Context: an optimization exercise on an open-source flow, tuned for small area. The choices shown serve that exercise and are no tape-out recipe. Function was checked by simulation only, so behaviour that the tests miss may differ from the original. Power is estimated from default activity; no workload was simulated.

## alpha
Design pwmcore, start of the top module:
module pwmcore (
    input  wire        clk,
    input  wire        rst,           
    input  wire        cmd_valid,
    input  wire [31:0] cmd_word,
    output reg         resp_valid,
    output wire [31:0] resp_word,
    input  wire [7:0]  ev_in,
    output wire [3:0]  pin_h,
    output wire [3:0]  pin_l,
    output wire        irq_fault,
    output wire [3:0]  irq_match,
    output wire        irq_ovf
);
    reg [15:0] period;
    reg        direction;       
    reg        mode;            
    reg [9:0]  div;
    reg        enabled;
    reg [15:0] cnt;
    reg        phase;
    reg [9:0]  q;               
    reg        eqp;             
    reg [15:0] max_duty;
    reg [15:0] active0, active1, active2, active3;
    reg [15:0] pending0, pending1, pending2, pending3;
    reg [3:0]  raw;
    reg [3:0]  e;               
    reg [7:0]  dt_low0, dt_low1, dt_low2, dt_low3;
    reg [7:0]  dt_high0, dt_high1, dt_high2, dt_high3;
    reg [7:0]  dt_cnt0, dt_cnt1, dt_cnt2, dt_cnt3;
    reg        fstate;          
    reg        forced;
    reg        restart;         
    reg        safe;
    reg [7:0]  evmask;
    reg [3:0]  match;
    reg        ovf;
    reg        faultif;
    reg        cfgerr;
    reg [7:0]  ev_prev;
    reg        r_ill, r_cfe;
    reg [15:0] r_data;
    function cmp16(input [15:0] a, input [15:0] b, input ci);
        integer i; reg c;
        begin
            c = ci;
            for (i = 0; i < 16; i = i + 1)
                c = (a[i] & ~b[i]) | (a[i] & c) | (~b[i] & c);
            cmp16 = c;
        end
    endfunction
    function cmp9(input [8:0] a, input [8:0] b, input ci);
        integer i; reg c;
        begin
            c = ci;
            for (i = 0; i < 9; i = i + 1)
                c = (a[i] & ~b[i]) | (a[i] & c) | (~b[i] & c);
            cmp9 = c;
        end
    endfunction
    function [8:0] add8(input [7:0] a, input [7:0] b);
  ...
export LEC_CHECK = 0
export ABC_AREA = 1
export CAP_MARGIN = 30
export CORE_MARGIN = 2
export CORE_UTILIZATION = 60
export PLACE_DENSITY = 0.7
export SLEW_MARGIN = 20
create_clock -name core_clock -period 12.0 [get_ports {clk}]
standard.sh (not shown) runs the stock make flow with config.mk's settings and CLKGATE_MAP_FILE= SYNTH_SCRIPT=/design/flow/synth_recipe.tcl, a recipe that flattens the netlist after the stock synthesis.
==> flow/flow/run.sh <==
#!/bin/bash
# Own layout flow: the standard flow (standard.sh) with these changes:
#  - the ABC step of synthesis uses an area-oriented script (flow/area.abc);
#  - extra ORFS make variables from flow/make_args.txt (one per line):
#    the port buffers' cell and the clock tree options.
# Synthesis passes, registers, floorplan, PDN, placement and routing are
# otherwise the standard flow's. Each tool's log is in orfs/logs/; make's
# own output is in own_flow.log.
set -euo pipefail
W=$(pwd)
{
  echo "proc abc {args} {"
  echo "  set i [lsearch -exact \$args -script]"
  echo "  if {\$i >= 0} { lset args [expr {\$i + 1}] {$W/flow/area.abc} }"
  echo "  yosys abc {*}\$args"
  echo "}"
  cat synth_recipe.tcl
} > own_synth.tcl
grep -q "SYNTH_SCRIPT=[^ ]*synth_recipe.tcl" standard.sh
sed "s#SYNTH_SCRIPT=[^ ]*synth_recipe.tcl#SYNTH_SCRIPT=$W/own_synth.tcl#" standard.sh > own_standard.sh
extra=()
if [[ -f flow/make_args.txt ]]; then
  while IFS= read -r line; do
    [[ -n "$line" ]] && extra+=("$line")
  done < flow/make_args.txt
fi
# standard.sh passes its own arguments to make as the targets; put the
# extra variables first, then the target.
bash own_standard.sh "${extra[@]}" finish > own_flow.log 2>&1
==> flow/flow/area.abc <==
strash
&get -n
&deepsyn -T 60
&put
dch -f
map -a
strash
dch -f
map -a
topo
stime -c
==> flow/flow/make_args.txt <==
BUFFER_PORTS_ARGS=-buffer_cell sky130_fd_sc_hd__buf_1
CTS_ARGS=-sink_clustering_enable -repair_clock_nets -dont_use_dummy_load -sink_clustering_size 16 -sink_clustering_max_diameter 60 -buf_list sky130_fd_sc_hd__clkbuf_8
#### Input delta (beta over alpha)
--- a/flow/design.v
+++ b/flow/design.v
@@ -25,13 +25,13 @@
     reg [15:0] active0, active1, active2, active3;
     reg [15:0] pending0, pending1, pending2, pending3;
     reg [3:0]  raw;
     reg [3:0]  e;               
     reg [7:0]  dt_low0, dt_low1, dt_low2, dt_low3;
     reg [7:0]  dt_high0, dt_high1, dt_high2, dt_high3;
-    reg [7:0]  dt_cnt0, dt_cnt1, dt_cnt2, dt_cnt3;
+    reg [7:0]  dt_cnt0_n, dt_cnt1_n, dt_cnt2_n, dt_cnt3_n;    
     reg        fstate;          
     reg        forced;
     reg        restart;         
     reg        safe;
     reg [7:0]  evmask;
     reg [3:0]  match;
@@ -225,13 +225,13 @@
     wire [7:0]  dhi [0:3];
     wire [7:0]  dtc_r [0:3];
     assign act[0] = active0;  assign act[1] = active1;  assign act[2] = active2;  assign act[3] = active3;
     assign pen[0] = pending0; assign pen[1] = pending1; assign pen[2] = pending2; assign pen[3] = pending3;
     assign dlo[0] = dt_low0;  assign dlo[1] = dt_low1;  assign dlo[2] = dt_low2;  assign dlo[3] = dt_low3;
     assign dhi[0] = dt_high0; assign dhi[1] = dt_high1; assign dhi[2] = dt_high2; assign dhi[3] = dt_high3;
-    assign dtc_r[0] = dt_cnt0; assign dtc_r[1] = dt_cnt1; assign dtc_r[2] = dt_cnt2; assign dtc_r[3] = dt_cnt3;
+    assign dtc_r[0] = ~dt_cnt0_n; assign dtc_r[1] = ~dt_cnt1_n; assign dtc_r[2] = ~dt_cnt2_n; assign dtc_r[3] = ~dt_cnt3_n;
     wire [3:0] e_t, r_t, hit;
     wire [7:0] dt_t [0:3];
     wire [3:0] e_c, r_c;
     genvar g;
     generate
         for (g = 0; g < 4; g = g + 1) begin : g_ch
@@ -293,16 +293,16 @@
             active0 <= pend0_n;
             active1 <= pend1_n;
             active2 <= pend2_n;
             active3 <= pend3_n;
         end
         cnt <= cnt_n;
-        dt_cnt0 <= dt_t[0];
-        dt_cnt1 <= dt_t[1];
-        dt_cnt2 <= dt_t[2];
-        dt_cnt3 <= dt_t[3];
+        dt_cnt0_n <= ~dt_t[0];
+        dt_cnt1_n <= ~dt_t[1];
+        dt_cnt2_n <= ~dt_t[2];
+        dt_cnt3_n <= ~dt_t[3];
         q <= rst ? 10'd1 : (do_car ? cmd_word[25:16] : (tick ? div : dec10(q, en1)));
         if (ld_st) begin
             phase <= ~do_car & phase_t & nr;
             eqp   <= rst | (do_car ? ~cmd_word[27] : eqp_t);
             raw   <= (do_car ? r_c : r_t) & {4{nr}};
             e     <= (do_car ? e_c : e_t) & {4{nr}};
@@ -311,13 +311,13 @@
         ovf     <= (tick_b | ovf1) & nr;
         fstate  <= (ev_latch | fstate2) & nr;
         forced  <= (ev_latch | forced2) & nr;
         faultif <= (ev_latch | faultif1) & nr;
     end
     assign resp_word = {r_ill | r_cfe, 1'b0, r_ill, r_cfe, 12'd0, r_data};
-    wire [3:0] dtz = {~|dt_cnt3, ~|dt_cnt2, ~|dt_cnt1, ~|dt_cnt0};
+    wire [3:0] dtz = {&dt_cnt3_n, &dt_cnt2_n, &dt_cnt1_n, &dt_cnt0_n};
     assign pin_h = forced ? {4{safe}} : ({4{enabled}} &  raw & dtz);
     assign pin_l = forced ? {4{safe}} : ({4{enabled}} & ~raw & dtz);
     assign irq_fault = faultif;
     assign irq_match = match;
     assign irq_ovf   = ovf;
 endmodule
Findings:
- Going from alpha to beta, die area shrinks by 0.70%.
- Area taken by multi-input logic gates of beta is on par with alpha.
- Compared with alpha, beta shows a net switching power figure that is about 3.7% higher.
- beta -> alpha: sequential power flat
- A critical path launch point of cmd_word[12] is what alpha shows, while cmd_word[10] belongs to beta.
- The register clock-pin slew on the reported worst setup and hold paths on beta is in line with that on alpha.
- Setup WNS alpha -> beta: better
- Going from alpha to beta, synthesized cell count lower; sequential share of layout area flat; largest net degree at the start of global routing stayed essentially flat.

## static timing again, ports no longer ideal
Ports are ideal in the flow. The routed layouts listed here were re-timed in OpenROAD. Step 1: set_driving_cell puts a clkbuf_16 on clk and a buf_2 on each other input, an assumption about the parent block. Step 2 adds t to the input delays and takes it off the output delays; t is the mean of the earliest and latest rising clock arrival at the registers after step 1. Input paths then give back, and output paths get back, about the clock's delay inside the block. a / b / c = no drivers / after step 1 / after step 2; a / b = the first two.
run | shift t [ns] | setup WS [ns] | worst hold slack (ns)
alpha | 0.673 | 0.913 / 0.938 / 0.265 | 0.505 / 0.505 / 0.505
beta | 0.672 | 1.097 / 1.118 / 0.446 | 0.484 / 0.484 / 0.484
After both steps setup and hold are still met in every run listed. For beta, which loses most, drivers alone change the setup slack by +0.021 ns; drivers and shift together by -0.651 ns.
